What follows belongs to an exercise in optimizing a design on an open flow for small area, a short achievable clock period and few clock cycles; a production flow would make more cautious choices.
Only simulation tests tie the RTL to the original design; equivalence was not proved.

### design/flow/run.sh
#!/bin/bash
# synth_recipe.tcl (not shown) runs the flow's synth.tcl, then flattens the netlist and writes it again
# the make line also repeats each setting of config.mk as NAME=value (left out here)
make -C /OpenROAD-flow-scripts/flow DESIGN_CONFIG=/design/flow/config.mk WORK_HOME=/design/flow/orfs CLKGATE_MAP_FILE= SYNTH_SCRIPT=/design/flow/synth_recipe.tcl finish
### design/flow/config.mk
export PLATFORM = sky130hd
export DESIGN_NAME = radix_converter
export DESIGN_NICKNAME = radix_converter
export VERILOG_FILES = /design/flow/design.v
export SDC_FILE = /design/flow/constraint.sdc
export NUM_CORES = 4
export LEC_CHECK = 0
export CAP_MARGIN = 20
export CORE_MARGIN = 2
export CORE_UTILIZATION = 40
export SLEW_MARGIN = 20
### design/flow/constraint.sdc
create_clock -name core_clock -period 40.0 [get_ports {clk}]
set_input_delay 8.0000 -clock core_clock [delete_from_list [all_inputs] [get_ports {clk}]]
set_output_delay 8.0000 -clock core_clock [all_outputs]
set_load 0.01 [all_outputs]
### design/flow/design.v
module radix_converter (
    input  wire       clk,
    input  wire       rst,         
    input  wire       in_we,
    input  wire [5:0] in_addr,
    input  wire [7:0] in_wdata,
    input  wire       start,
    input  wire [6:0] in_len,
    input  wire [8:0] src_base,
    input  wire [8:0] dst_base,
    output reg        busy,
    output reg        done,
    output reg        err,
    output reg  [7:0] errcode,
    output reg  [6:0] out_len,
    input  wire [5:0] out_addr,
    output wire [7:0] out_rdata
);
    localparam P  = 4;             
    localparam LP = 2;             
    localparam R4 = 2;             
    localparam [7:0] ERR_BASE     = 8'h02;
    localparam [7:0] ERR_DIGIT    = 8'h03;
    localparam [7:0] ERR_CAPACITY = 8'h07;
    reg [7:0] in_mem [0:63];       
    reg [7:0] mem    [0:63];       
    always @(posedge clk) begin
        if (in_we)
            in_mem[in_addr] <= in_wdata;
    end
    reg [8:0] a;                   
    reg [8:0] b;                   
    reg [5:0] olm1;                
    reg       pk;                  
    reg [3:0] aw;                  
    reg [3:0] bw;                  
    function [3:0] msb_pos;        
        input [8:0] v;
        integer i;
        begin
            msb_pos = 4'd0;
            for (i = 1; i < 9; i = i + 1)
                if (v[i]) msb_pos = i[3:0];
        end
    endfunction
    wire [3:0]  ea  = msb_pos(src_base);
    wire [3:0]  eb  = msb_pos(dst_base);
    wire [11:0] sa  = {src_base, 3'b000} >> ea;   
    wire [11:0] sb  = {dst_base, 3'b000} >> eb;
    wire [8:0]  low_mask = (ea > 4'd3) ? ((9'd1 << (ea - 4'd3)) - 9'd1) : 9'd0;
    wire        sticky   = ((src_base & low_mask) != 9'd0);
    wire [3:0]  mas = {1'b0, sa[2:0]} + {3'b0, sticky};
    wire [3:0]  tab = (mas == 4'd0) ? 4'd0 : (mas == 4'd8) ? 4'd8 : mas + 4'd1;
    wire [6:0]  la8 = {ea[2:0], 3'b000} + {3'b0, tab} + (ea[3] ? 7'd64 : 7'd0);
    wire [6:0]  lb8 = {eb[2:0], sb[2:0]} + (eb[3] ? 7'd64 : 7'd0);
    wire        a_p2 = ((src_base & (src_base - 9'd1)) == 9'd0);
    wire        b_p2 = ((dst_base & (dst_base - 9'd1)) == 9'd0);
    reg [9:0] e_num;               
    reg [6:0] e_den;
    reg [5:0] e_q;
    reg [1:0] e_cnt;
    wire      e_rdy = (e_cnt == 2'd0);
    wire [3:0]  e_sh1 = {1'b0, e_cnt, 1'b0} - 4'd1;
    wire [3:0]  e_sh2 = {1'b0, e_cnt, 1'b0} - 4'd2;
    wire [15:0] e_sub1 = {9'd0, e_den} << e_sh1;
    wire [15:0] e_sub2 = {9'd0, e_den} << e_sh2;
    wire        e_q1  = ({6'd0, e_num} >= e_sub1);
    wire [9:0]  e_n1  = e_q1 ? e_num - e_sub1[9:0] : e_num;
    wire        e_q2  = ({6'd0, e_n1} >= e_sub2);
    wire [9:0]  e_n2  = e_q2 ? e_n1 - e_sub2[9:0] : e_n1;
    reg  [7:0] dptr;               
    reg  [7:0] din;                
    wire       dreal = !dptr[7];
    wire [7:0] dval  = in_mem[dptr[5:0]];
    wire       dge   = (a[8] == 1'b0) && (dval >= a[7:0]);    
    wire [6:0] pad   = (7'd0 - in_len) & (P - 1);               
    reg        rd_on;              
    reg        lastp;              
    reg [7:0]  rj;                 
    reg [7:0]  s_prev;             
    reg [6:0]  len_done;           
    reg [6:0]  gleft;              
    reg        ovf;                
    wire [6:0] len_eff;            
    wire [7:0] s_need  = {1'b0, len_eff} + {2'b0, e_q};
    wire       rd_last = rd_on && (rj >= P) && e_rdy && (rj + 8'd1 >= s_need);
    wire       byp     = (s_prev == P + 1);   
    wire       rd_fin  = rd_last && lastp;
    wire       hbad    = rd_on && (rj < P) && dreal && dge;
    reg [7:0] tx [0:P];
    reg       tv [0:P];
    reg       tf [0:P];            
    reg       tl [0:P];            
    reg       tz [0:P];            
    reg [7:0] pc [0:P-1];          
    wire [5:0] rd_idx = busy ? rj[5:0] : (olm1 - out_addr);
    wire [7:0] rd_val = mem[rd_idx];
    assign out_rdata  = rd_val;
    reg  [7:0] jw;
    reg  [7:0] len_acc;
    wire [7:0] jw_cur  = tf[P] ? 8'd0 : jw + 8'd1;
    wire       w_nz    = (tx[P] != 8'd0);
    wire [7:0] len_cur = w_nz ? jw_cur + 8'd1 : (tf[P] ? 8'd0 : len_acc);
    wire       ovf_cur = ovf || (tv[P] && w_nz && jw_cur[7:6] != 2'b00);
    wire [6:0] len_fin = ovf_cur ? 7'd64 : len_cur[6:0];
    assign     len_eff = (tv[P] && tl[P]) ? len_fin : len_done;
    wire [7:0] chain_or;
    wire       h_zero  = lastp && rd_on && (rj >= P + 1) && ({1'b0, rj} >= {2'b0, len_done})
                         && (chain_or == 8'd0);
    wire       h_end   = (tv[P] && tz[P]) || h_zero;
    wire [9:0]  b2 = {b, 1'b0};
    wire [10:0] b3 = {b, 1'b0} + {2'b0, b};
    wire [7:0]  or_x [0:P];
    assign or_x[0] = tx[0];
    genvar k;
    generate
        for (k = 0; k < P; k = k + 1) begin : pe
            wire [7:0]  dsel = tf[k] ? din : 8'd0;
            wire [16:0] t    = tx[k] * a + {9'd0, dsel} + {9'd0, pc[k]};
            wire [7:0]  q;
            wire [7:0]  r;
            radix_converter_div #(.R4(R4)) u_div (.t(t), .b(b), .b2(b2), .b3(b3), .q(q), .r(r));
            always @(posedge clk) begin
                pc[k]    <= tv[k] ? q : 8'd0;
                tx[k+1]  <= r;
            end
            if (k < P - 1) begin : o
                assign or_x[k+1] = or_x[k] | tx[k+1] | pc[k];
            end else begin : o
                assign or_x[k+1] = or_x[k] | pc[k];
            end
        end
    endgenerate
    assign chain_or = or_x[P];
    reg        p_rd;               
    reg        p_more;             
    reg [7:0]  p_ir;               
    reg [3:0]  p_in;               
    reg [7:0]  p_or;               
    reg [3:0]  p_on_n;             
    reg [6:0]  p_j;                
    reg        p_j64;              
    reg [6:0]  p_len;
    wire       p_on   = busy && pk;
    wire       p_have = (p_in != 4'd0) || p_rd;
    wire       p_flush = !p_have && !p_more && (p_on_n != 4'd0);
    wire       p_step = p_have || p_flush;
    wire [7:0] p_src  = (p_in != 4'd0) ? p_ir : din;
    wire       p_bit  = p_have & p_src[0];
    wire [3:0] p_in1  = p_have ? ((p_in != 4'd0) ? p_in : aw) - 4'd1 : 4'd0;
    wire [7:0] p_ins  = 8'd1 << (bw - 4'd1);
    wire [7:0] p_or1  = (p_or >> 1) | (p_bit ? p_ins : 8'd0);
    wire       p_emit = p_on && p_step && (p_on_n + 4'd1 == bw);
    wire       p_issue = p_on && p_more && (p_in1 == 4'd0);
    wire       p_bad  = p_on && p_rd && (p_in == 4'd0) && ((din >> aw) != 8'd0);
    wire       p_ovf  = ovf || (p_emit && p_j64 && p_or1 != 8'd0);
    wire       p_end  = p_on && !p_have && !p_more && (p_on_n == 4'd0);
    wire [7:0] p_dig  = p_or1;
    integer m;
    always @(posedge clk) begin
        for (m = 0; m < P; m = m + 1) begin
            tf[m+1] <= tf[m];
            tl[m+1] <= tl[m];
            tz[m+1] <= tz[m];
        end
    end
    wire fin    = busy && (pk ? p_end : h_end);
    wire fin_ov = pk ? ovf : ovf_cur;
    wire [7:0] fin_len = pk ? {1'b0, p_len} : len_cur;
    always @(posedge clk) begin
        if (rst) begin
            busy    <= 1'b0;
            done    <= 1'b0;
            err     <= 1'b0;
            errcode <= 8'h00;
            out_len <= 7'd0;
            olm1    <= 6'd0;
            rd_on   <= 1'b0;
            for (m = 0; m <= P; m = m + 1)
                tv[m] <= 1'b0;
        end else begin
            for (m = 0; m < P; m = m + 1)
                tv[m+1] <= tv[m];
            tv[0] <= rd_on;
            if (!busy) begin
                if (start) begin
                    done    <= 1'b0;
                    err     <= 1'b0;
                    errcode <= 8'h00;
                    out_len <= 7'd0;
                    if (in_len > 7'd64) begin
                        done    <= 1'b1;
                        err     <= 1'b1;
                        errcode <= ERR_CAPACITY;
                    end else if (src_base < 9'd2 || src_base > 9'd256 ||
                                 dst_base < 9'd2 || dst_base > 9'd256) begin
                        done    <= 1'b1;
                        err     <= 1'b1;
                        errcode <= ERR_BASE;
                    end else begin
                        busy  <= 1'b1;
                        rd_on <= !(a_p2 && b_p2 && in_len != 7'd0);
                    end
                end
            end else if (hbad || p_bad) begin
                busy    <= 1'b0;
                done    <= 1'b1;
                err     <= 1'b1;
                errcode <= ERR_DIGIT;
                rd_on   <= 1'b0;
                for (m = 0; m <= P; m = m + 1)
                    tv[m] <= 1'b0;
            end else begin
                if (rd_fin)
                    rd_on <= 1'b0;
                if (fin) begin
                    busy  <= 1'b0;
                    done  <= 1'b1;
                    rd_on <= 1'b0;
                    for (m = 0; m <= P; m = m + 1)
                        tv[m] <= 1'b0;
                    if (fin_ov) begin
                        err     <= 1'b1;
                        errcode <= ERR_CAPACITY;
                    end else begin
                        out_len <= (fin_len == 8'd0) ? 7'd1 : fin_len[6:0];
                        olm1    <= (fin_len == 8'd0) ? 6'd0 : fin_len[5:0] - 6'd1;
                    end
                end
            end
        end
    end
    always @(posedge clk) begin
        if (!busy) begin
            a        <= src_base;
            b        <= dst_base;
            pk       <= a_p2 && b_p2 && (in_len != 7'd0);
            aw       <= ea;
            bw       <= eb;
            rj       <= 8'd0;
            s_prev   <= 8'd0;
            len_done <= 7'd0;
            gleft    <= (in_len == 7'd0) ? 7'd1 : ({1'b0, in_len} + P - 1) >> LP;
            lastp    <= (in_len <= P);
            ovf      <= 1'b0;
            e_num    <= ({3'b0, la8} << LP) + {3'b0, lb8} - 10'd1;
            e_den    <= lb8;
            e_q      <= 6'd0;
            e_cnt    <= 2'd3;
            p_rd     <= 1'b0;
            p_more   <= 1'b1;
            p_in     <= 4'd0;
            p_or     <= 8'd0;
            p_on_n   <= 4'd0;
            p_j      <= 7'd0;
            p_j64    <= 1'b0;
            p_len    <= 7'd0;
            if (a_p2 && b_p2 && in_len != 7'd0)
                dptr <= {1'b0, in_len} - 8'd1;       
            else
                dptr <= (in_len == 7'd0) ? (8'd0 - P) : (8'd0 - {1'b0, pad});
        end else if (pk) begin
            p_rd <= p_issue;
            if (p_issue) begin
                din    <= dval;
                dptr   <= dptr - 8'd1;
                p_more <= (dptr != 8'd0);
            end
            if (p_step) begin
                p_ir   <= p_src >> 1;
                p_in   <= p_in1;
                p_or   <= p_emit ? 8'd0 : p_or1;
                p_on_n <= p_emit ? 4'd0 : p_on_n + 4'd1;
            end
            if (p_emit) begin
                p_j   <= p_j + 7'd1;
                if (p_j == 7'd63)
                    p_j64 <= 1'b1;
                if (p_dig != 8'd0 && !p_j64)
                    p_len <= p_j + 7'd1;
                ovf   <= p_ovf;
            end
        end else begin
            if (!e_rdy) begin
                e_num <= e_n2;
                e_q   <= {e_q[3:0], e_q1, e_q2};
                e_cnt <= e_cnt - 2'd1;
            end
            if (rd_last) begin
                rj     <= 8'd0;
                s_prev <= rj + 8'd1;
                gleft  <= gleft - 7'd1;
                lastp  <= (gleft == 7'd2);
            end else begin
                rj <= rj + 8'd1;
            end
            if (rd_on && rj < P) begin
                din  <= dreal ? dval : 8'd0;
                dptr <= dptr + 8'd1;
            end
            if (tv[P]) begin
                jw      <= jw_cur;
                len_acc <= len_cur;
                ovf     <= ovf_cur;
                if (tl[P])
                    len_done <= len_fin;
            end
        end
        tx[0] <= (rd_on && rj < s_prev && rj < 8'd64) ? (byp ? tx[P] : rd_val) : 8'd0;
        tf[0] <= (rj == 8'd0);
        tl[0] <= rd_last;
        tz[0] <= rd_fin;
    end
    wire       w_h  = busy && !pk && tv[P] && jw_cur[7:6] == 2'b00;
    wire       w_p  = p_emit && !p_j64;
    always @(posedge clk) begin
        if (w_h || w_p)
            mem[pk ? p_j[5:0] : jw_cur[5:0]] <= pk ? p_dig : tx[P];
    end
endmodule
module radix_converter_div #(
    parameter R4 = 2
) (
    input  wire [16:0] t,
    input  wire [8:0]  b,
    input  wire [9:0]  b2,
    input  wire [10:0] b3,
    output wire [7:0]  q,
    output wire [7:0]  r
);
    wire [16:0] rem [0:8];
    assign rem[8] = t;
    genvar j, i;
    generate
        for (j = 0; j < R4; j = j + 1) begin : r4
            localparam LP = 6 - 2 * j;
            wire [10:0] hi = rem[LP+2][LP+10:LP];
            wire [11:0] d1 = {1'b0, hi} - {3'b0, b};
            wire [11:0] d2 = {1'b0, hi} - {2'b0, b2};
            wire [11:0] d3 = {1'b0, hi} - {1'b0, b3};
            wire [10:0] nh = !d3[11] ? d3[10:0] : !d2[11] ? d2[10:0] : !d1[11] ? d1[10:0] : hi;
            assign q[LP+1] = !d2[11];
            assign q[LP]   = !d3[11] | (d2[11] & !d1[11]);
            assign rem[LP+1] = 17'd0;
            if (LP > 0) begin : m
                assign rem[LP] = {{(6-LP){1'b0}}, nh, rem[LP+2][LP-1:0]};
            end else begin : m
                assign rem[LP] = {6'd0, nh};
            end
        end
        for (i = 7 - 2 * R4; i >= 0; i = i - 1) begin : r2
            wire [9:0]  hi = rem[i+1][i+9:i];
            wire [10:0] d  = {1'b0, hi} - {2'b0, b};
            assign q[i] = ~d[10];
            if (i > 0) begin : m
                assign rem[i] = d[10] ? rem[i+1] : {{(7-i){1'b0}}, d[9:0], rem[i+1][i-1:0]};
            end else begin : m
                assign rem[i] = d[10] ? rem[i+1] : {7'd0, d[9:0]};
            end
        end
    endgenerate
    assign r = rem[0][7:0];
endmodule
==> results_tabular.tex, run 1 <==
\begin{tabular}{lr}
\hline
Metric & Value \\
\hline
\multicolumn{2}{l}{\textbf{Outcome}} \\
Outcome & no timing/DRC/antenna violations \\
\multicolumn{2}{l}{\textbf{Clocking}} \\
Clk Latency, worst-skew pair & 0.81 ns \\
TritonCTS Buffers & 137 \\
Post-CTS Setup Bufs & 0 \\
Clk pin slew, worst setup/hold paths & 0.06 ns \\
Root buffer selected by CTS & clkbuf\_16 \\
Quantity of hold-fixing buffers added after cts & 0 \\
Quantity of gates resized following cts & 0 \\
H-tree levels & 4 \\
CTS tree & built \\
Clock sinks & 1,290 \\
Bufs on Longest Clock Path & 3 \\
\multicolumn{2}{l}{\textbf{Routing}} \\
Iter 0 DRT Violations & 4,736 \\
Iteration count of the initial detailed-routing pass & 5 \\
Antenna-violating nets left & 0 \\
Final wirelength & 225 mm \\
Via Count & 57,040 \\
Average wire per standard cell & 22.2 µm \\
DRC violation count after routing & 0 \\
Via count normalized by instance count & 5.63 \\
\multicolumn{2}{l}{\textbf{STA}} \\
RSZ-0062 raised after global routing & false \\
Final worst hold slack & 0.310 ns \\
Slew Limit Headroom & 25.3\% \\
Worst Tran Pin Value & 1.12 ns \\
Highest attainable clock frequency & 46.6 MHz \\
Clock Skew & 0.0995 ns \\
Final setup violation count & 0 \\
Final-report hold violation count & 0 \\
Post-route clock period utilization & 53.6\% \\
Max Transition Viols Final & 0 \\
Shortest period the worst path allows & 21.46 ns \\
Setup WS post-layout & 18.54 ns \\
Setup TNS & 0 ns \\
\multicolumn{2}{l}{\textbf{Placement}} \\
Routability-driven placement congestion ratio & 0.886 \\
Placed instance area & 87,800 µm² \\
Number of I/O port buffers & 69 \\
Detail Placement HPWL & 159 mm \\
Post-Place Worst Slack & 18.36 ns \\
\multicolumn{2}{l}{\textbf{Finish}} \\
Design area & 92,200 µm² \\
Sequential cell area & 36,900 µm² \\
Proportion of layout cells with a drive suffix above 1 & 10.3\% \\
Fill count & 19,242 \\
Nets@finish & 8,220 \\
Combined area of the multi-input logic cells & 44,000 µm² \\
Growth of design area from synthesis to finish & 9.94\% \\
\multicolumn{2}{l}{\textbf{Worst setup path}} \\
Critical Setup Path Class & in -> out \\
Required time worst endpoint & 32.00 ns \\
CP max FO & 49 \\
Arrival time reported for the critical path endpoint & 13.46 ns \\
Setup slack of the worst register-to-register path & 19.04 ns \\
Type of origin of the critical path & primary input \\
Critical Path End Type & primary output \\
\multicolumn{2}{l}{\textbf{Hold path}} \\
Class of the tightest hold or removal check & reg -> reg \\
\multicolumn{2}{l}{\textbf{Flow run}} \\
Max-cap check violation count & 0 \\
\multicolumn{2}{l}{\textbf{Global routing}} \\
Total Routing Usage GR & 21.1\% \\
Total congestion overflow after global routing & 0 \\
Global-route wire length before repair & 346 mm \\
Initial antenna violation count & 15 \\
Via count of the first global-routing pass & 57,148 \\
Largest net degree at the start of global routing & 129 \\
\multicolumn{2}{l}{\textbf{Synthesis}} \\
Most instantiated flip-flop cell in the synthesis netlist & edfxtp\_1 \\
Post-Syn Area per Cell & 11.7 µm² \\
Post-synth EDFFs & 1,109 \\
Post-synthesis sequential element count & 1,290 \\
Sequential area share after synthesis & 44.0\% \\
Fraction of synthesis flops using an asynchronous set or reset pin & 0\% \\
Number of instances in the synthesized netlist & 7,187 \\
Count of yosys warnings during synthesis & 8 \\
Count of different cell masters after synthesis & 103 \\
Area of the mapped netlist & 83,900 µm² \\
\multicolumn{2}{l}{\textbf{Floorplan}} \\
Height of the chip & 462 µm \\
Die W & 462 µm \\
Core area & 209,000 µm² \\
Floorplan row count & 168 \\
Initial core utilization & 40.2\% \\
I/O pin cnt & 75 \\
Total die area & 213,000 µm² \\
\hline
\end{tabular}
## path summary, 6_finish.rpt
kind / from / end / cells after the start
min: tl[2] / tl[3] / 0
max: out_addr[0] / out_rdata[5] / 13
max reg2reg: din[6] / tx[3][7] / 86
min reg2reg: tl[2] / tl[3] / 0
## logic make-up (layout without fill, tap and decap cells)
group,after synthesis,in the layout,share of synthesized area (%)
fa+ha+maj,954,954,16.6
xor+xnor,365,365,3.81
flops,1290,1290,44.0
mux,514,514,10.3
compound gates,1383,1383,10.8
simple gates,1874,1874,10.8
buf+inv,806,939,3.68
other cells,1,14,0.00447
## per-stage QoR
step	util, %	instances
finish	44.1	10138
CTS	44.1	10127
global route	44.1	10132
detailed placement	42.0	9882
global placement	42.0	9882
floorplan	-	7191
## sequential cells by signal, summed over array words and instances, names as in the netlist, 8 cells and up, named ones only
name / cells
a: 9
b: 9
din: 8
dptr: 8
e_num: 10
in_mem: 512
jw: 8
len_acc: 8
mem: 512
pc: 32
rj: 8
s_prev: 8
tx: 40
## cells in the final DEF (no fill, tap or decap), types with 14 or more instances in the layout
master / n
a21boi_0: 23
xor2_1: 148
edfxtp_1: 1109
mux2_2: 121
or3_1: 29
a21o_1: 193
a31oi_1: 61
xnor2_1: 217
ha_1: 687
nand3_1: 100
mux4_2: 265
clkbuf_16: 140
a211oi_1: 69
o31ai_1: 22
nand2b_1: 80
o211ai_1: 23
a21oi_1: 405
o21ai_0: 241
and2_1: 242
buf_4: 88
clkinv_1: 24
nand4_1: 28
nor2b_1: 127
o21bai_1: 66
nor4_1: 37
a211o_1: 18
and3_1: 47
o22ai_1: 14
dfxtp_1: 177
o21a_1: 63
or2_2: 24
inv_1: 527
mux2i_1: 123
nor2_1: 437
nor3_1: 70
clkbuf_1: 39
a311oi_1: 33
clkdlybuf4s50_1: 61
nand2_1: 587
fa_1: 266
## Yosys cell counts, drive strengths merged (73+ instances only)
cell type,count,area (µm²)
mux4,265,5970
ha,687,8600
fa,266,5330
dfxtp,181,3620
inv,536,2010
nand3,100,500
xor2,148,1300
a21o,193,1450
a21oi,412,2070
o21ai,248,1240
nor2b,127,795
edfxtp,1109,33300
mux2,122,1380
and2,243,1520
nand2,587,2200
nand2b,80,500
a211oi,73,576
nor2,441,1660
clkbuf,199,747
xnor2,217,1900
mux2i,127,1270
## cell type report
type	instances	area share, %
multi-input cells	5095	47.8
well taps	2805	3.81
inverters	538	2.19
clock inverters	60	0.662
diodes	9	0.0244
clock buffers	185	4.03
flip-flops and latches	1290	40.0
repair buffers	156	1.47
## worst max-delay path, cell delays in order
cell,delay (ns)
clkdlybuf4s50_1,0.50
ha_1,0.38
mux2i_4,0.13
buf_4,0.52
buf_4,0.73
buf_4,0.81
mux4_2,0.36
nor2b_1,0.13
a211oi_1,0.07
a211oi_1,0.30
a211oi_1,0.10
a31oi_1,0.66
clkdlybuf4s50_1,0.68
## routing by layer
layer	wire length, µm	share of wire (%)	vias up	track usage [%]
met5	12	0.0053	-	0
met4	6690	3.0	2	6.58
met3	14200	6.3	307	3.16
met2	107000	48	1773	34.9
met1	97100	43	28585	28.4
li1	-	-	26373	-
Testbench counts, summed over its fixed seeds: cycles 37,706.
==> run 2, diff against run 1 <==
--- a/design/flow/config.mk
+++ b/design/flow/config.mk
@@ -7,2 +7,3 @@
 export LEC_CHECK = 0
+export ABC_AREA = 1
 export CAP_MARGIN = 20
==> results_tabular.tex, run 2 <==
\begin{tabular}{lr}
\hline
Metric & Value \\
\hline
\multicolumn{2}{l}{\textbf{STA}} \\
RSZ-0062 raised after global routing & false \\
Clock Skew & 0.0350 ns (-0.0645 ns) \\
Setup TNS & 0 ns (unchanged) \\
Highest attainable clock frequency & 47.5 MHz (+1.9\%) \\
Setup WS post-layout & 18.94 ns (+0.394 ns) \\
Post-route clock period utilization & 52.7\% (-0.98 points) \\
Slew Limit Headroom & 14.9\% (-10 points) \\
Worst Tran Pin Value & 1.26 ns (+0.146 ns) \\
Final-report hold violation count & 0 (unchanged) \\
Max Transition Viols Final & 0 (unchanged) \\
Shortest period the worst path allows & 21.06 ns (-0.394 ns) \\
Final setup violation count & 0 (unchanged) \\
Final worst hold slack & 0.327 ns (+0.0173 ns) \\
\multicolumn{2}{l}{\textbf{Global routing}} \\
Met1 GRT Util & 31.5\% (+3.1 points) \\
Global-route wire length before repair & 393 mm (+14\%) \\
Total congestion overflow after global routing & 0 (unchanged) \\
Largest net degree at the start of global routing & 151 (+17\%) \\
Total Routing Usage GR & 23.1\% (+2.0 points) \\
Via count of the first global-routing pass & 66,447 (+16\%) \\
Gr busiest metal & met2 \\
Global Route met3 Usage & 3.98\% (+0.82 points) \\
Global routing met2 resource utilization & 37.1\% (+2.2 points) \\
Initial antenna violation count & 8 (-7) \\
\multicolumn{2}{l}{\textbf{Clocking}} \\
TritonCTS Buffers & 139 (+1.5\%) \\
Quantity of gates resized following cts & 0 (unchanged) \\
H-tree levels & 4 (unchanged) \\
CTS tree & built \\
Bufs on Longest Clock Path & 3 (unchanged) \\
Clk pin slew, worst setup/hold paths & 0.06 ns (about the same) \\
Quantity of hold-fixing buffers added after cts & 0 (unchanged) \\
Post-CTS Setup Bufs & 0 (unchanged) \\
Clk Latency, worst-skew pair & 0.79 ns (-0.02 ns) \\
Clock sinks & 1,290 (unchanged) \\
Root buffer selected by CTS & clkbuf\_16 \\
\multicolumn{2}{l}{\textbf{Finish}} \\
Design area & 94,100 µm² (+2.0\%) \\
Nets@finish & 10,527 (+28\%) \\
Most common library cell in the layout ignoring fill and taps & nand2\_1 \\
Proportion of layout cells with a drive suffix above 1 & 5.82\% (-4.5 points) \\
Sequential cell area & 36,900 µm² (unchanged) \\
Top library cells by usage in the layout, fill and taps aside & nand2\_1 (1,494), inv\_1 (1,251), edfxtp\_1 (1,109) \\
Combined area of the multi-input logic cells & 42,900 µm² (-2.5\%) \\
Post-route core utilization & 43.9\% (-0.20 points) \\
Growth of design area from synthesis to finish & 9.40\% \\
Fill count & 20,516 (+6.6\%) \\
\multicolumn{2}{l}{\textbf{Synthesis}} \\
Cell taking the most area after synthesis & edfxtp\_1 \\
Number of instances in the synthesized netlist & 9,556 (+33\%) \\
Fraction of synthesized cell area taken by the top area cell type & 38.7\% (-0.98 points) \\
Most instantiated flip-flop cell in the synthesis netlist & edfxtp\_1 \\
Synth Area in XOR/XNOR & 3.43\% (-0.38 points) \\
Fraction of synthesis flops using an asynchronous set or reset pin & 0\% (unchanged) \\
Area of the mapped netlist & 86,000 µm² (+2.5\%) \\
Post-synth EDFFs & 1,109 (unchanged) \\
Biggest area contributors in the synthesized netlist & edfxtp\_1 (39\%), ha\_1 (10\%), nand2\_1 (6.5\%) \\
Dominant combinational cell family by area after synthesis & simple AND/OR/NAND/NOR gates \\
Post-synthesis sequential element count & 1,290 (unchanged) \\
Most used standard cell by instance count after synthesis & nand2\_1 \\
Sequential area share after synthesis & 42.9\% (-1.1 points) \\
Count of different cell masters after synthesis & 76 (-26\%) \\
Multiplexer share of the synthesized area & 0.0509\% (-10 points) \\
Fraction of the mapped netlist area in compound gates & 13.5\% (+2.8 points) \\
Synthesized-area fraction occupied by and/or/nand/nor cells & 16.6\% (+5.7 points) \\
Synth Area in Adders & 16.2\% (-0.42 points) \\
Most frequent cells after synthesis & nand2\_1 (1,500), inv\_1 (1,265), edfxtp\_1 (1,109) \\
Count of yosys warnings during synthesis & 8 (unchanged) \\
Post-Syn Area per Cell & 9.00 µm² (-23\%) \\
\multicolumn{2}{l}{\textbf{Placement}} \\
Detail Placement HPWL & 177 mm (+11\%) \\
Number of I/O port buffers & 69 (unchanged) \\
Post-Place Worst Slack & 18.99 ns (+0.630 ns) \\
Placed instance area & 89,700 µm² (+2.2\%) \\
Routability-driven placement congestion ratio & 0.909 (+2.6\%) \\
\multicolumn{2}{l}{\textbf{Routing}} \\
Iter 0 DRT Violations & 6,783 (+43\%) \\
Antenna-violating nets left & 0 (unchanged) \\
Average wire per standard cell & 20.5 µm (-7.9\%) \\
Iteration count of the initial detailed-routing pass & 6 (+1) \\
Final wirelength & 256 mm (+13\%) \\
Via Count & 68,677 (+20\%) \\
DRC violation count after routing & 0 (unchanged) \\
Via count normalized by instance count & 5.51 (-2.1\%) \\
\multicolumn{2}{l}{\textbf{Floorplan}} \\
Die W & 468 µm (+1.2\%) \\
Height of the chip & 468 µm (+1.2\%) \\
Floorplan row count & 170 (+1.2\%) \\
Core area & 214,000 µm² (+2.5\%) \\
Initial core utilization & 40.2\% (about the same) \\
I/O pin cnt & 75 (unchanged) \\
Total die area & 219,000 µm² (+2.5\%) \\
\multicolumn{2}{l}{\textbf{Hold path}} \\
Number of cells on the worst hold path & 0 (unchanged) \\
Class of the tightest hold or removal check & reg -> reg \\
\multicolumn{2}{l}{\textbf{Worst setup path}} \\
Type of origin of the critical path & primary input \\
Register-to-Register Path Depth & 98 (+14\%) \\
CP max FO & 87 (+78\%) \\
Critical Setup Path Class & in -> out \\
Critical Path End Type & primary output \\
Required time worst endpoint & 32.00 ns (about the same) \\
Arrival time reported for the critical path endpoint & 13.06 ns (-0.40 ns) \\
\multicolumn{2}{l}{\textbf{Outcome}} \\
Outcome & no timing/DRC/antenna violations \\
\multicolumn{2}{l}{\textbf{Flow run}} \\
Max-cap check violation count & 0 (unchanged) \\
\hline
\end{tabular}
run 2: cell types whose count changed after synthesis, sizes merged, moves of 159 or more:
cell / change
nand2: +987
a21o: -172
a21oi: +159
and2: -232
mux4: -265
inv: +751
nor2: +597
o21ai: +667
nand3: +335
o22ai: +198
run 2: metal layers:
layer	part of all wire [%]	vias to the layer above
met5	0.025	-
met4	3.2	10
met3	7.4	416
met2	46	2526
met1	44	33255
li1	-	32470
run 2: cells by family (layout without fill, tap and decap cells):
group | count (synthesis) | in the layout
simple gates | 3280 | 3280
compound gates | 2046 | 2046
fa+ha+maj | 953 | 953
mux | 4 | 4
buf+inv | 1645 | 1714
other cells | 1 | 7
xor+xnor | 337 | 337
flops | 1290 | 1290
run 2: critical path: stages:
cell and delay, ns:
clkdlybuf4s50_1 0.41, ha_1 0.20, inv_1 0.08, fa_1 0.42, nand2_1 0.12, nand2_4 0.28, inv_2 0.60, buf_4 0.80
o21ai_0 0.25, o221ai_1 0.27, a21oi_1 0.09, o311ai_0 0.41, o21ai_0 0.38, inv_1 0.14, clkdlybuf4s50_1 0.55
run 2: final cells by class:
class                   instances  area share (%)
diodes                          2         0.00532
clock buffers                 184            4.00
clock inverters                61           0.640
inverters                    1301            5.22
multi-input cells            6625            45.6
flip-flops and latches       1290            39.2
well taps                    2838            3.77
repair buffers                168            1.49
run 2: worst paths after layout:
check        slack (ns)         from            to
min reg2reg        0.33        tz[0]         tz[1]
min                0.33        tz[0]         tz[1]
max reg2reg       20.46         a[6]      tx[3][2]
max               18.94  out_addr[0]  out_rdata[6]
run 2: through the flow:
| stage | std cells |
|---|---|
| final | 12469 |
| after CTS | 12467 |
| after global placement | 12222 |
| after global routing | 12469 |
| after floorplan | 9560 |
| after detailed placement | 12222 |
==> run 3, diff against run 2 <==
==> design/flow/flow/run.sh (new file) <==
#!/bin/bash
set -euo pipefail
bash standard.sh SETUP_SLACK_MARGIN=20 finish > flow_standard.log 2>&1
==> design/flow/standard.sh (new file) <==
#!/bin/bash
# synth_recipe.tcl (not shown) runs the flow's synth.tcl, then flattens the netlist and writes it again
# the make line also repeats each setting of config.mk as NAME=value (left out here)
make -C /OpenROAD-flow-scripts/flow DESIGN_CONFIG=/design/flow/config.mk WORK_HOME=/design/flow/orfs CLKGATE_MAP_FILE= SYNTH_SCRIPT=/design/flow/synth_recipe.tcl "${@:-finish}"
--- a/design/flow/config.mk
+++ b/design/flow/config.mk
@@ -7,3 +7,2 @@
 export LEC_CHECK = 0
-export ABC_AREA = 1
 export CAP_MARGIN = 20
removed: design/flow/run.sh
==> results_tabular.tex, run 3 <==
\begin{tabular}{lr}
\hline
Metric & Value \\
\hline
\multicolumn{2}{l}{\textbf{Outcome}} \\
Outcome & no timing/DRC/antenna violations \\
\multicolumn{2}{l}{\textbf{Placement}} \\
Routability-driven placement congestion ratio & 0.886 (-2.5\%) \\
Detail Placement HPWL & 159 mm (-10\%) \\
Post-Place Worst Slack & 18.36 ns (-0.630 ns) \\
Number of I/O port buffers & 69 (unchanged) \\
\multicolumn{2}{l}{\textbf{Synthesis}} \\
Count of different cell masters after synthesis & 103 (+36\%) \\
Biggest area contributors in the synthesized netlist & edfxtp\_1 (40\%), ha\_1 (10\%), mux4\_2 (7.1\%) \\
Fraction of synthesis flops using an asynchronous set or reset pin & 0\% (unchanged) \\
Most instantiated flip-flop cell in the synthesis netlist & edfxtp\_1 \\
Fraction of synthesized cell area taken by the top area cell type & 39.7\% (+0.98 points) \\
Cell taking the most area after synthesis & edfxtp\_1 \\
Area of the mapped netlist & 83,900 µm² (-2.5\%) \\
Most frequent cells after synthesis & edfxtp\_1 (1,109), ha\_1 (687), nand2\_1 (587) \\
Number of instances in the synthesized netlist & 7,187 (-25\%) \\
Sequential area share after synthesis & 44.0\% (+1.1 points) \\
Post-Syn Area per Cell & 11.7 µm² (+30\%) \\
Count of yosys warnings during synthesis & 8 (unchanged) \\
Post-synthesis sequential element count & 1,290 (unchanged) \\
Most used standard cell by instance count after synthesis & edfxtp\_1 \\
Post-synth EDFFs & 1,109 (unchanged) \\
\multicolumn{2}{l}{\textbf{Global routing}} \\
Initial antenna violation count & 15 (+7) \\
Global-route wire length before repair & 350 mm (-11\%) \\
Total Routing Usage GR & 21.4\% (-1.7 points) \\
Total congestion overflow after global routing & 0 (unchanged) \\
Largest net degree at the start of global routing & 101 (-33\%) \\
Via count of the first global-routing pass & 57,483 (-13\%) \\
\multicolumn{2}{l}{\textbf{Routing}} \\
DRC violation count after routing & 0 (unchanged) \\
Via count normalized by instance count & 5.64 (+2.4\%) \\
Average wire per standard cell & 22.5 µm (+9.8\%) \\
Iteration count of the initial detailed-routing pass & 6 (unchanged) \\
Iter 0 DRT Violations & 4,808 (-29\%) \\
Via Count & 57,521 (-16\%) \\
Antenna-violating nets left & 0 (unchanged) \\
Final wirelength & 230 mm (-10\%) \\
\multicolumn{2}{l}{\textbf{Floorplan}} \\
Total die area & 213,000 µm² (-2.5\%) \\
Die W & 462 µm (-1.2\%) \\
I/O pin cnt & 75 (unchanged) \\
Core area & 209,000 µm² (-2.5\%) \\
Initial core utilization & 40.2\% (about the same) \\
Floorplan row count & 168 (-1.2\%) \\
Height of the chip & 462 µm (-1.2\%) \\
\multicolumn{2}{l}{\textbf{STA}} \\
Final setup violation count & 0 (unchanged) \\
Final worst hold slack & 0.316 ns (-0.0109 ns) \\
Final-report hold violation count & 0 (unchanged) \\
Worst Tran Pin Value & 1.13 ns (-0.129 ns) \\
Post-route clock period utilization & 49.6\% (-3.1 points) \\
Highest attainable clock frequency & 50.4 MHz (+6.2\%) \\
RSZ-0062 raised after global routing & false \\
Clock Skew & 0.104 ns (+0.0687 ns) \\
Shortest period the worst path allows & 19.84 ns (-1.22 ns) \\
Max Transition Viols Final & 0 (unchanged) \\
Setup TNS & 0 ns (unchanged) \\
Setup WS post-layout & 20.16 ns (+1.22 ns) \\
Slew Limit Headroom & 24.3\% (+9.4 points) \\
\multicolumn{2}{l}{\textbf{Clocking}} \\
Clock sinks & 1,290 (unchanged) \\
Quantity of hold-fixing buffers added after cts & 0 (unchanged) \\
Root buffer selected by CTS & clkbuf\_16 \\
Clk Latency, worst-skew pair & 0.81 ns (+0.02 ns) \\
TritonCTS Buffers & 137 (-1.4\%) \\
CTS tree & built \\
Clk pin slew, worst setup/hold paths & 0.06 ns (about the same) \\
Bufs on Longest Clock Path & 3 (unchanged) \\
H-tree levels & 4 (unchanged) \\
\multicolumn{2}{l}{\textbf{Finish}} \\
Most common library cell in the layout ignoring fill and taps & edfxtp\_1 \\
Growth of design area from synthesis to finish & 11.9\% \\
Top library cells by usage in the layout, fill and taps aside & edfxtp\_1 (1,109), ha\_1 (686), nand2\_1 (584) \\
Nets@finish & 8,286 (-21\%) \\
Proportion of layout cells with a drive suffix above 1 & 12.6\% (+6.8 points) \\
\multicolumn{2}{l}{\textbf{Worst setup path}} \\
Arrival time reported for the critical path endpoint & 11.84 ns (-1.22 ns) \\
Critical Setup Path Class & in -> out \\
CP max FO & 35 (-60\%) \\
Required time worst endpoint & 32.00 ns (about the same) \\
Type of origin of the critical path & primary input \\
Critical Path End Type & primary output \\
\multicolumn{2}{l}{\textbf{Hold path}} \\
Class of the tightest hold or removal check & reg -> reg \\
\multicolumn{2}{l}{\textbf{Flow run}} \\
Max-cap check violation count & 0 (unchanged) \\
\hline
\end{tabular}
-- run 3: per-layer routing --
layer  track usage, %  vias to the layer above  wire (µm)
li1                 -                    26507          -
met1             28.7                    28919      98000
met2             35.3                     1726     109000
met3             3.39                      359      14800
met4             6.85                       10       7260
met5                0                        -         69
-- run 3: kinds of logic after synthesis --
| group | count (synthesis) | synth area share [%] |
|---|---|---|
| adder cells (fa/ha/maj) | 954 | 16.6 |
| buffers and inverters | 806 | 3.68 |
| multiplexers | 514 | 10.3 |
| other | 1 | 0.00447 |
| AO/OA/AOI/OAI | 1383 | 10.8 |
| XOR/XNOR | 365 | 3.81 |
| AND/OR/NAND/NOR | 1874 | 10.8 |
| flip-flops | 1290 | 44.0 |
-- run 3: metrics by stage --
stage,util [%],instances,area [µm²]
2_1_floorplan,-,7191,83900
4_1_cts,44.4,10151,92900
3_5_place_dp,42.0,9882,87800
3_3_place_gp,42.0,9882,87800
6_report,44.9,10201,93800
5_1_grt,44.9,10198,93800
-- run 3: layout make-up --
| class | instances | area (µm²) |
|---|---|---|
| Inverter | 538 | 2020 |
| Clock inverter | 60 | 611 |
| Multi-Input combinational cell | 5095 | 44800 |
| Sequential cell | 1290 | 36900 |
| Timing Repair Buffer | 222 | 2230 |
| Antenna cell | 6 | 15.0 |
| Tap cell | 2805 | 3510 |
| Fill cell | 19101 | 115000 |
| Clock buffer | 185 | 3720 |
-- run 3: path summary, 6_finish.rpt --
check / from / endpoint / slack [ns] / depth (start not counted)
hold / removal: tl[2] / tl[3] / 0.32 / 0
setup / recovery: out_addr[1] / out_rdata[4] / 20.16 / 16
setup reg to reg: a[3] / tx[4][4] / 21.13 / 82
hold reg to reg: tl[2] / tl[3] / 0.32 / 0
-- run 3: critical path, stage by stage --
cell             delay, ns
dlygate4sd2_1         0.39
inv_1                 0.16
fa_1                  0.50
xnor2_2               0.19
o21ai_4               0.19
buf_12                0.21
buf_16                0.22
nand2_1               0.07
and3_1                0.17
a311oi_1              0.24
a311oi_1              0.09
a31oi_1               0.32
a211oi_1              0.15
a31oi_2               0.17
buf_4                 0.18
clkdlybuf4s50_1       0.56
-- run 3: what timing repair did --
item | CTS | global route
resized for setup | 76 | 139
pin swaps | 3 | 16
setup buffers | 16 | 42
setup endpoints to repair | 44 | 37
gates cloned | 8 | 0
==> run 4, diff against run 3 <==
--- a/design/flow/design.v
+++ b/design/flow/design.v
@@ -73,3 +73,5 @@
     wire       dreal = !dptr[7];
-    wire [7:0] dval  = in_mem[dptr[5:0]];
+    wire [5:0] daddr = busy ? dptr[5:0] : (in_len[5:0] - 6'd1);
+    wire [7:0] dval  = in_mem[daddr];
+    wire [7:0] dval0 = dval;
     wire       dge   = (a[8] == 1'b0) && (dval >= a[7:0]);    
@@ -85,6 +87,11 @@
     wire [7:0] s_need  = {1'b0, len_eff} + {2'b0, e_q};
-    wire       rd_last = rd_on && (rj >= P) && e_rdy && (rj + 8'd1 >= s_need);
-    wire       byp     = (s_prev == P + 1);   
+    reg        fp;                 
+    reg        e_le;               
+    wire       rd_last = rd_on && ((rj == P - 1 && fp && e_le) ||
+                                   (rj >= P && e_rdy && rj + 8'd1 >= s_need));
+    wire       byp0    = (s_prev == P);       
+    wire       byp1    = (s_prev == P + 1);   
     wire       rd_fin  = rd_last && lastp;
     wire       hbad    = rd_on && (rj < P) && dreal && dge;
+    reg        bad0;               
     reg [7:0] tx [0:P];
@@ -113,2 +120,3 @@
     wire [7:0]  or_x [0:P];
+    wire [7:0]  pe_r [0:P-1];      
     assign or_x[0] = tx[0];
@@ -122,2 +130,3 @@
             radix_converter_div #(.R4(R4)) u_div (.t(t), .b(b), .b2(b2), .b3(b3), .q(q), .r(r));
+            assign pe_r[k] = r;
             always @(posedge clk) begin
@@ -202,5 +211,6 @@
                         rd_on <= !(a_p2 && b_p2 && in_len != 7'd0);
+                        tv[0] <= !(a_p2 && b_p2 && in_len != 7'd0);
                     end
                 end
-            end else if (hbad || p_bad) begin
+            end else if (hbad || p_bad || bad0) begin
                 busy    <= 1'b0;
@@ -239,3 +249,5 @@
             bw       <= eb;
-            rj       <= 8'd0;
+            rj       <= 8'd1;
+            fp       <= 1'b1;
+            e_le     <= (la8 <= lb8);
             s_prev   <= 8'd0;
@@ -249,4 +261,2 @@
             e_cnt    <= 2'd3;
-            p_rd     <= 1'b0;
-            p_more   <= 1'b1;
             p_in     <= 4'd0;
@@ -257,6 +267,13 @@
             p_len    <= 7'd0;
-            if (a_p2 && b_p2 && in_len != 7'd0)
-                dptr <= {1'b0, in_len} - 8'd1;       
-            else
-                dptr <= (in_len == 7'd0) ? (8'd0 - P) : (8'd0 - {1'b0, pad});
+            bad0     <= 1'b0;
+            if (a_p2 && b_p2 && in_len != 7'd0) begin
+                din    <= dval0;
+                p_rd   <= 1'b1;
+                p_more <= (in_len != 7'd1);
+                dptr   <= {1'b0, in_len} - 8'd2;
+            end else begin
+                din    <= (in_len != 7'd0 && pad == 7'd0) ? in_mem[0] : 8'd0;
+                bad0   <= (in_len != 7'd0 && pad == 7'd0) && (src_base <= {1'b0, in_mem[0]});
+                dptr   <= (in_len == 7'd0) ? (8'd1 - P) : (8'd1 - {1'b0, pad});
+            end
         end else if (pk) begin
@@ -289,2 +306,3 @@
             if (rd_last) begin
+                fp     <= 1'b0;
                 rj     <= 8'd0;
@@ -308,6 +326,14 @@
         end
-        tx[0] <= (rd_on && rj < s_prev && rj < 8'd64) ? (byp ? tx[P] : rd_val) : 8'd0;
-        tf[0] <= (rj == 8'd0);
-        tl[0] <= rd_last;
-        tz[0] <= rd_fin;
+        if (!busy) begin
+            tx[0] <= 8'd0;
+            tf[0] <= 1'b1;
+            tl[0] <= 1'b0;
+            tz[0] <= 1'b0;
+        end else begin
+            tx[0] <= (rd_on && rj < s_prev && rj < 8'd64) ?
+                     (byp0 ? pe_r[P-1] : byp1 ? tx[P] : rd_val) : 8'd0;
+            tf[0] <= (rj == 8'd0);
+            tl[0] <= rd_last;
+            tz[0] <= rd_fin;
+        end
     end
==> results_tabular.tex, run 4 <==
\begin{tabular}{lr}
\hline
Metric & Value \\
\hline
\multicolumn{2}{l}{\textbf{Worst setup path}} \\
Most frequent CP cell & clkdlybuf4s50\_1 \\
Worst-path cell chain & clkdlybuf4s50\_1, ha\_1, inv\_1, fa\_1, xnor2\_2, o21a\_2, buf\_16, nand2\_1, and3\_1, a311oi\_2, a211oi\_1, a31oi\_2, a21oi\_1, a21oi\_2, buf\_4, clkdlybuf4s50\_1 \\
CP max FO & 40 (+14\%) \\
Critical Setup Path Class & in -> out \\
Critical Path End Type & primary output \\
Type of origin of the critical path & primary input \\
Crit-path slowest cell & a211oi\_1 \\
Arrival time reported for the critical path endpoint & 11.88 ns (+0.04 ns) \\
Required time worst endpoint & 32.00 ns (about the same) \\
Delay of the slowest cell on the worst path & 0.67 ns (+0.11 ns) \\
\multicolumn{2}{l}{\textbf{Global routing}} \\
Global-route wire length before repair & 364 mm (+4.0\%) \\
Total congestion overflow after global routing & 0 (unchanged) \\
Via count of the first global-routing pass & 59,082 (+2.8\%) \\
Total Routing Usage GR & 21.8\% (+0.40 points) \\
Largest net degree at the start of global routing & 129 (+28\%) \\
Initial antenna violation count & 16 (+1) \\
\multicolumn{2}{l}{\textbf{Synthesis}} \\
Fraction of synthesized cell area taken by the top area cell type & 39.3\% (-0.45 points) \\
Most frequent cells after synthesis & edfxtp\_1 (1,113), ha\_1 (706), nand2\_1 (588) \\
Cell taking the most area after synthesis & edfxtp\_1 \\
Post-synthesis sequential element count & 1,287 (-0.23\%) \\
Number of instances in the synthesized netlist & 7,458 (+3.8\%) \\
Biggest area contributors in the synthesized netlist & edfxtp\_1 (39\%), ha\_1 (10\%), fa\_1 (6.3\%) \\
Sequential area share after synthesis & 43.3\% (-0.67 points) \\
Count of yosys warnings during synthesis & 8 (unchanged) \\
Post-Syn Area per Cell & 11.4 µm² (-2.2\%) \\
Most instantiated flip-flop cell in the synthesis netlist & edfxtp\_1 \\
Post-synth EDFFs & 1,113 (+0.36\%) \\
Fraction of synthesis flops using an asynchronous set or reset pin & 0\% (unchanged) \\
Count of different cell masters after synthesis & 125 (+21\%) \\
Area of the mapped netlist & 85,100 µm² (+1.5\%) \\
Most used standard cell by instance count after synthesis & edfxtp\_1 \\
\multicolumn{2}{l}{\textbf{Routing}} \\
Via Count & 59,746 (+3.9\%) \\
DRC violation count after routing & 0 (unchanged) \\
Iteration count of the initial detailed-routing pass & 8 (+2) \\
Average wire per standard cell & 23.0 µm (+2.2\%) \\
Antenna-violating nets left & 0 (unchanged) \\
Via count normalized by instance count & 5.68 (+0.75\%) \\
Iter 0 DRT Violations & 5,147 (+7.1\%) \\
Final wirelength & 242 mm (+5.3\%) \\
\multicolumn{2}{l}{\textbf{Clocking}} \\
Clk pin slew, worst setup/hold paths & 0.06 ns (about the same) \\
CTS tree & built \\
Root buffer selected by CTS & clkbuf\_16 \\
H-tree levels & 4 (unchanged) \\
Bufs on Longest Clock Path & 3 (unchanged) \\
Clock sinks & 1,287 (-0.23\%) \\
TritonCTS Buffers & 138 (+0.73\%) \\
Clk Latency, worst-skew pair & 0.82 ns (about the same) \\
\multicolumn{2}{l}{\textbf{Flow run}} \\
Max-cap check violation count & 0 (unchanged) \\
\multicolumn{2}{l}{\textbf{Floorplan}} \\
Die W & 465 µm (+0.74\%) \\
Floorplan row count & 169 (+0.60\%) \\
Total die area & 217,000 µm² (+1.5\%) \\
Height of the chip & 465 µm (+0.74\%) \\
I/O pin cnt & 75 (unchanged) \\
Core area & 212,000 µm² (+1.4\%) \\
Initial core utilization & 40.2\% (about the same) \\
\multicolumn{2}{l}{\textbf{Finish}} \\
Growth of design area from synthesis to finish & 12.6\% \\
Nets@finish & 8,603 (+3.8\%) \\
Proportion of layout cells with a drive suffix above 1 & 13.0\% (+0.39 points) \\
Post-route core utilization & 45.3\% (+0.36 points) \\
Most common library cell in the layout ignoring fill and taps & edfxtp\_1 \\
Top library cells by usage in the layout, fill and taps aside & edfxtp\_1 (1,113), ha\_1 (699), nand2\_1 (584) \\
Design area & 95,900 µm² (+2.2\%) \\
\multicolumn{2}{l}{\textbf{Placement}} \\
Number of I/O port buffers & 69 (unchanged) \\
Routability-driven placement congestion ratio & 0.906 (+2.3\%) \\
Placed instance area & 89,200 µm² (+1.6\%) \\
Detail Placement HPWL & 170 mm (+6.8\%) \\
\multicolumn{2}{l}{\textbf{STA}} \\
Highest attainable clock frequency & 50.3 MHz (-0.21\%) \\
Worst Tran Pin Value & 1.12 ns (-0.0108 ns) \\
Clock Skew & 0.0591 ns (-0.0446 ns) \\
Final setup violation count & 0 (unchanged) \\
Final worst hold slack & 0.322 ns (+0.00614 ns) \\
Final-report hold violation count & 0 (unchanged) \\
Max Transition Viols Final & 0 (unchanged) \\
RSZ-0062 raised after global routing & true \\
Slew Limit Headroom & 24.8\% (+0.55 points) \\
Shortest period the worst path allows & 19.88 ns (+0.0420 ns) \\
Setup TNS & 0 ns (unchanged) \\
Post-route clock period utilization & 49.7\% (+0.10 points) \\
\multicolumn{2}{l}{\textbf{Outcome}} \\
Outcome & no timing/DRC/antenna violations \\
\multicolumn{2}{l}{\textbf{Hold path}} \\
Class of the tightest hold or removal check & reg -> reg \\
\hline
\end{tabular}
run 4: critical path: cells and delay by family:
kind                       cells  cell delay [ns]
AOI/OAI and AO/OA              6             1.44
buffers and inverters          5             1.35
adders and majority gates      2             0.57
and+or+nand+nor                2             0.30
xor gates and xnor gates       1             0.18
run 4: layout make-up:
| type | instances | area [µm²] |
|---|---|---|
| multi-input combinational | 5318 | 46200 |
| timing repair buffer | 264 | 2470 |
| clock inverter | 80 | 998 |
| inverter | 573 | 2160 |
| sequential | 1287 | 36900 |
| fill | 19317 | 116000 |
| antenna | 4 | 10.0 |
| tap | 2821 | 3530 |
| clock buffer | 170 | 3620 |
run 4: stage by stage:
| stage | setup WS (ns) | std cells |
|---|---|---|
| finish | 20.12 | 10517 |
| floorplan | 20.99 | 7462 |
| CTS | 19.99 | 10452 |
| global placement | 18.03 | 10170 |
| global route | 19.96 | 10514 |
| detailed placement | 17.83 | 10170 |
run 4: cells by family after synthesis:
| logic type | after synthesis | share of synthesized area (%) |
|---|---|---|
| buf+inv | 858 | 3.90 |
| fa+ha+maj | 975 | 16.7 |
| simple gates | 1943 | 11.1 |
| compound gates | 1563 | 12.2 |
| mux | 459 | 8.89 |
| flops | 1287 | 43.3 |
| xor+xnor | 372 | 3.83 |
| other cells | 1 | 0.00440 |
run 4: repair_timing:
action,4_1_cts,5_1_grt
gates resized for setup,110,138
setup endpoints to repair,52,49
hold buffers,0,0
gates cloned,5,5
setup buffers,27,56
pin swaps,12,26
run 4: path summary, 6_finish.rpt:
path	startpoint	end	slack, ns	cells past startpoint
worst max-delay path	out_addr[0]	out_rdata[7]	20.12	16
worst min-delay path	tz[2]	tz[3]	0.32	0
worst max register to register	tx[2][0]	tx[3][0]	21.00	80
worst min register to register	tz[2]	tz[3]	0.32	0
run 4: layer usage:
layer / vias up / part of all wire (%) / track usage (%)
met1: 30020 / 44 / 30.6
met3: 334 / 6.1 / 2.80
met4: 8 / 2.1 / 4.94
li1: 27542 / - / -
met2: 1842 / 47 / 35.7
met5: - / 0.024 / 0
Testbench counts of run 4, summed over its fixed seeds: cycles 37,272.
==> run 5, diff against run 4 <==
--- a/design/flow/design.v
+++ b/design/flow/design.v
@@ -20,3 +20,3 @@
     localparam LP = 2;             
-    localparam R4 = 2;             
+    localparam R4 = 0;             
     localparam [7:0] ERR_BASE     = 8'h02;
--- a/design/flow/config.mk
+++ b/design/flow/config.mk
@@ -7,2 +7,3 @@
 export LEC_CHECK = 0
+export ABC_AREA = 1
 export CAP_MARGIN = 20
==> results_tabular.tex, run 5 <==
\begin{tabular}{lr}
\hline
Metric & Value \\
\hline
\multicolumn{2}{l}{\textbf{Synthesis}} \\
Fraction of synthesis flops using an asynchronous set or reset pin & 0\% (unchanged) \\
Count of yosys warnings during synthesis & 8 (unchanged) \\
Count of different cell masters after synthesis & 75 (-40\%) \\
Number of instances in the synthesized netlist & 9,106 (+22\%) \\
Area of the mapped netlist & 83,300 µm² (-2.2\%) \\
Post-Syn Area per Cell & 9.15 µm² (-20\%) \\
Sequential area share after synthesis & 44.3\% (+0.96 points) \\
Fraction of synthesized cell area taken by the top area cell type & 40.1\% (+0.87 points) \\
Post-synth EDFFs & 1,113 (unchanged) \\
Biggest area contributors in the synthesized netlist & edfxtp\_1 (40\%), ha\_1 (9.3\%), nand2\_1 (6.8\%) \\
Cell taking the most area after synthesis & edfxtp\_1 \\
Post-synthesis sequential element count & 1,287 (unchanged) \\
Most frequent cells after synthesis & nand2\_1 (1,504), inv\_1 (1,282), edfxtp\_1 (1,113) \\
Most instantiated flip-flop cell in the synthesis netlist & edfxtp\_1 \\
Most used standard cell by instance count after synthesis & nand2\_1 \\
\multicolumn{2}{l}{\textbf{Floorplan}} \\
Core area & 207,000 µm² (-2.3\%) \\
Total die area & 212,000 µm² (-2.2\%) \\
Floorplan row count & 167 (-1.2\%) \\
Die W & 460 µm (-1.1\%) \\
Initial core utilization & 40.2\% (about the same) \\
I/O pin cnt & 75 (unchanged) \\
Height of the chip & 460 µm (-1.1\%) \\
\multicolumn{2}{l}{\textbf{STA}} \\
Max Transition Viols Final & 0 (unchanged) \\
Final-report hold violation count & 0 (unchanged) \\
RSZ-0062 raised after global routing & true \\
Shortest period the worst path allows & 19.88 ns (-0.00590 ns) \\
Setup WS post-layout & 20.12 ns (+0.00590 ns) \\
Setup TNS & 0 ns (unchanged) \\
Final setup violation count & 0 (unchanged) \\
Worst Tran Pin Value & 1.16 ns (+0.0395 ns) \\
Final worst hold slack & 0.327 ns (+0.00471 ns) \\
Clock Skew & 0.0650 ns (+0.00590 ns) \\
Slew Limit Headroom & 22.3\% (-2.6 points) \\
Post-route clock period utilization & 49.7\% (about the same) \\
Highest attainable clock frequency & 50.3 MHz (about the same) \\
\multicolumn{2}{l}{\textbf{Worst setup path}} \\
Delay of the slowest cell on the worst path & 0.55 ns (-0.12 ns) \\
Critical Path End Type & primary output \\
Arrival time reported for the critical path endpoint & 11.88 ns (about the same) \\
Register-to-Register Path Depth & 114 (+43\%) \\
CP max FO & 37 (-7.5\%) \\
Crit-path slowest cell & clkdlybuf4s50\_1 \\
Critical Setup Path Class & in -> out \\
Required time worst endpoint & 32.00 ns (about the same) \\
Worst-path cell chain & clkdlybuf4s50\_1, inv\_1, ha\_1, a21oi\_1, inv\_1, a31oi\_1, inv\_1, nor2\_1, o21ai\_1, o21ai\_4, buf\_8, clkinvlp\_4, buf\_12, nand3\_1, nand3\_1, o31ai\_1, o21ai\_1, inv\_1, clkdlybuf4s50\_1 \\
Most frequent CP cell & inv\_1 \\
Type of origin of the critical path & primary input \\
\multicolumn{2}{l}{\textbf{Routing}} \\
Antenna-violating nets left & 0 (unchanged) \\
Via Count & 64,957 (+8.7\%) \\
Final wirelength & 237 mm (-2.1\%) \\
DRC violation count after routing & 0 (unchanged) \\
Via count normalized by instance count & 5.38 (-5.3\%) \\
Iteration count of the initial detailed-routing pass & 7 (-1) \\
Iter 0 DRT Violations & 5,771 (+12\%) \\
Average wire per standard cell & 19.6 µm (-15\%) \\
\multicolumn{2}{l}{\textbf{Finish}} \\
Growth of design area from synthesis to finish & 12.1\% \\
Post-route core utilization & 45.1\% (-0.18 points) \\
Nets@finish & 10,094 (+17\%) \\
Top library cells by usage in the layout, fill and taps aside & nand2\_1 (1,498), inv\_1 (1,267), edfxtp\_1 (1,113) \\
Most common library cell in the layout ignoring fill and taps & nand2\_1 \\
Non-Filler Instances & 12,072 (+15\%) \\
Proportion of layout cells with a drive suffix above 1 & 8.38\% (-4.6 points) \\
\multicolumn{2}{l}{\textbf{Placement}} \\
Post-Place Worst Slack & 18.43 ns (+0.595 ns) \\
Detail Placement HPWL & 159 mm (-6.6\%) \\
Number of I/O port buffers & 69 (unchanged) \\
Routability-driven placement congestion ratio & 0.892 (-1.6\%) \\
Total placed cells including tap cells & 11,686 (+15\%) \\
\multicolumn{2}{l}{\textbf{Global routing}} \\
Total congestion overflow after global routing & 0 (unchanged) \\
Via count of the first global-routing pass & 62,729 (+6.2\%) \\
Global-route wire length before repair & 361 mm (-0.82\%) \\
Largest net degree at the start of global routing & 197 (+53\%) \\
Total Routing Usage GR & 21.7\% (-0.084 points) \\
Initial antenna violation count & 12 (-4) \\
\multicolumn{2}{l}{\textbf{Hold path}} \\
Number of cells on the worst hold path & 0 (unchanged) \\
Class of the tightest hold or removal check & reg -> reg \\
\multicolumn{2}{l}{\textbf{Clocking}} \\
Quantity of hold-fixing buffers added after cts & 0 (unchanged) \\
Clk pin slew, worst setup/hold paths & 0.06 ns (about the same) \\
Root buffer selected by CTS & clkbuf\_16 \\
CTS tree & built \\
H-tree levels & 4 (unchanged) \\
TritonCTS Buffers & 139 (+0.72\%) \\
Clock sinks & 1,287 (unchanged) \\
Bufs on Longest Clock Path & 3 (unchanged) \\
Clk Latency, worst-skew pair & 0.82 ns (about the same) \\
\multicolumn{2}{l}{\textbf{Flow run}} \\
Max-cap check violation count & 0 (unchanged) \\
\multicolumn{2}{l}{\textbf{Outcome}} \\
Outcome & no timing/DRC/antenna violations \\
\hline
\end{tabular}
## run 5: changes by cell type after synthesis, moves of 225 or more
cell and delta:
nand2_1 +916, inv_1 +715, o21ai_0 +569, nor2_1 +396, nand3_1 +336, mux4_2 -225
## run 5: cell type report
type | count | area (µm²)
Timing Repair inverter | 2 | 25.0
Antenna cell | 2 | 5.00
Sequential cell | 1287 | 36900
Timing Repair Buffer | 281 | 2610
Tap cell | 2788 | 3490
Clock inverter | 83 | 960
Clock buffer | 168 | 3670
Inverter | 1295 | 4930
Multi-Input combinational cell | 6166 | 40800
Fill cell | 19644 | 114000
## run 5: path summary, 6_finish.rpt
check,start,to,slack (ns)
worst max-delay path,out_addr[2],out_rdata[0],20.12
worst min-delay path,tz[2],tz[3],0.33
worst max register to register,a[4],tx[1][7],21.30
worst min register to register,tz[2],tz[3],0.33
## run 5: logic make-up (layout without fill, tap and decap cells)
group | Yosys count | after routing | share of synthesized area, %
AOI/OAI and AO/OA | 1852 | 1852 | 13.0
and+or+nand+nor | 3135 | 3137 | 16.4
DFF | 1287 | 1287 | 44.3
muxes | 2 | 2 | 0.0255
xor gates and xnor gates | 297 | 297 | 3.12
buffers and inverters | 1659 | 1829 | 7.72
adders and majority gates | 873 | 873 | 15.4
other | 1 | 7 | 0.00450
## run 5: repair_timing
item / CTS / global route
resized for setup: 82 / 170
buffers inserted: 7 / 115
pin swaps: 0 / 46
cloned: 4 / 7
endpoints found under the setup margin: 52 / 52
## run 5: worst max-delay path: cells and delay by family
kind	cells	cell delay, ns
fa+ha+maj	1	0.34
compound gates	6	1.03
buf+inv	9	2.06
simple gates	3	0.42
## run 5: routing by layer
layer / track usage, % / up-vias / wire, µm
li1: - / 31006 / -
met3: 3.42 / 402 / 15800
met4: 7.33 / 16 / 7910
met1: 29.8 / 31481 / 105000
met2: 34.8 / 2052 / 108000
met5: 0 / - / 93
## run 5: stage by stage
step	area, µm²
global placement	86700
global route	93400
floorplan	83300
finish	93400
detailed placement	86700
CTS	91800
Testbench counts of run 5, summed over its fixed seeds: cycles 37,272.

[static timing again, ports no longer ideal]
In the flow no input, the clock included, has a driving cell. The finished layouts below were timed again as built, in two steps.
Step 1 assumes that a clkbuf_16 drives the clock port and a buf_2 every other input.
Step 2 also shifts input and output timing later by t, the mid clock arrival at the registers, as if the neighbouring blocks saw the same clock.
Slacks: ideal / step 1 / step 2; pairs: ideal / step 1.
run | t, ns | setup WS [ns] | latest minus earliest clock arrival (ns) | slew at the worst register clock pin (ns) | cell pins on the clock port's net
run 1 | 0.850 | 18.542 / 18.521 / 18.521 | 0.105 / 0.106 | 0.07 / 0.07 | 1
run 2 | 0.863 | 18.935 / 18.914 / 18.914 | 0.036 / 0.035 | 0.06 / 0.06 | 1
run 3 | 0.852 | 20.159 / 20.136 / 20.136 | 0.110 / 0.110 | 0.07 / 0.07 | 1
run 4 | 0.863 | 20.117 / 20.092 / 20.092 | 0.061 / 0.061 | 0.09 / 0.09 | 1
run 5 | 0.865 | 20.123 / 20.099 / 20.099 | 0.076 / 0.077 | 0.06 / 0.06 | 1
After both steps setup and hold are still met in every run listed. For run 4, which loses most, drivers alone change the setup slack by -0.025 ns; drivers and shift together by -0.025 ns.
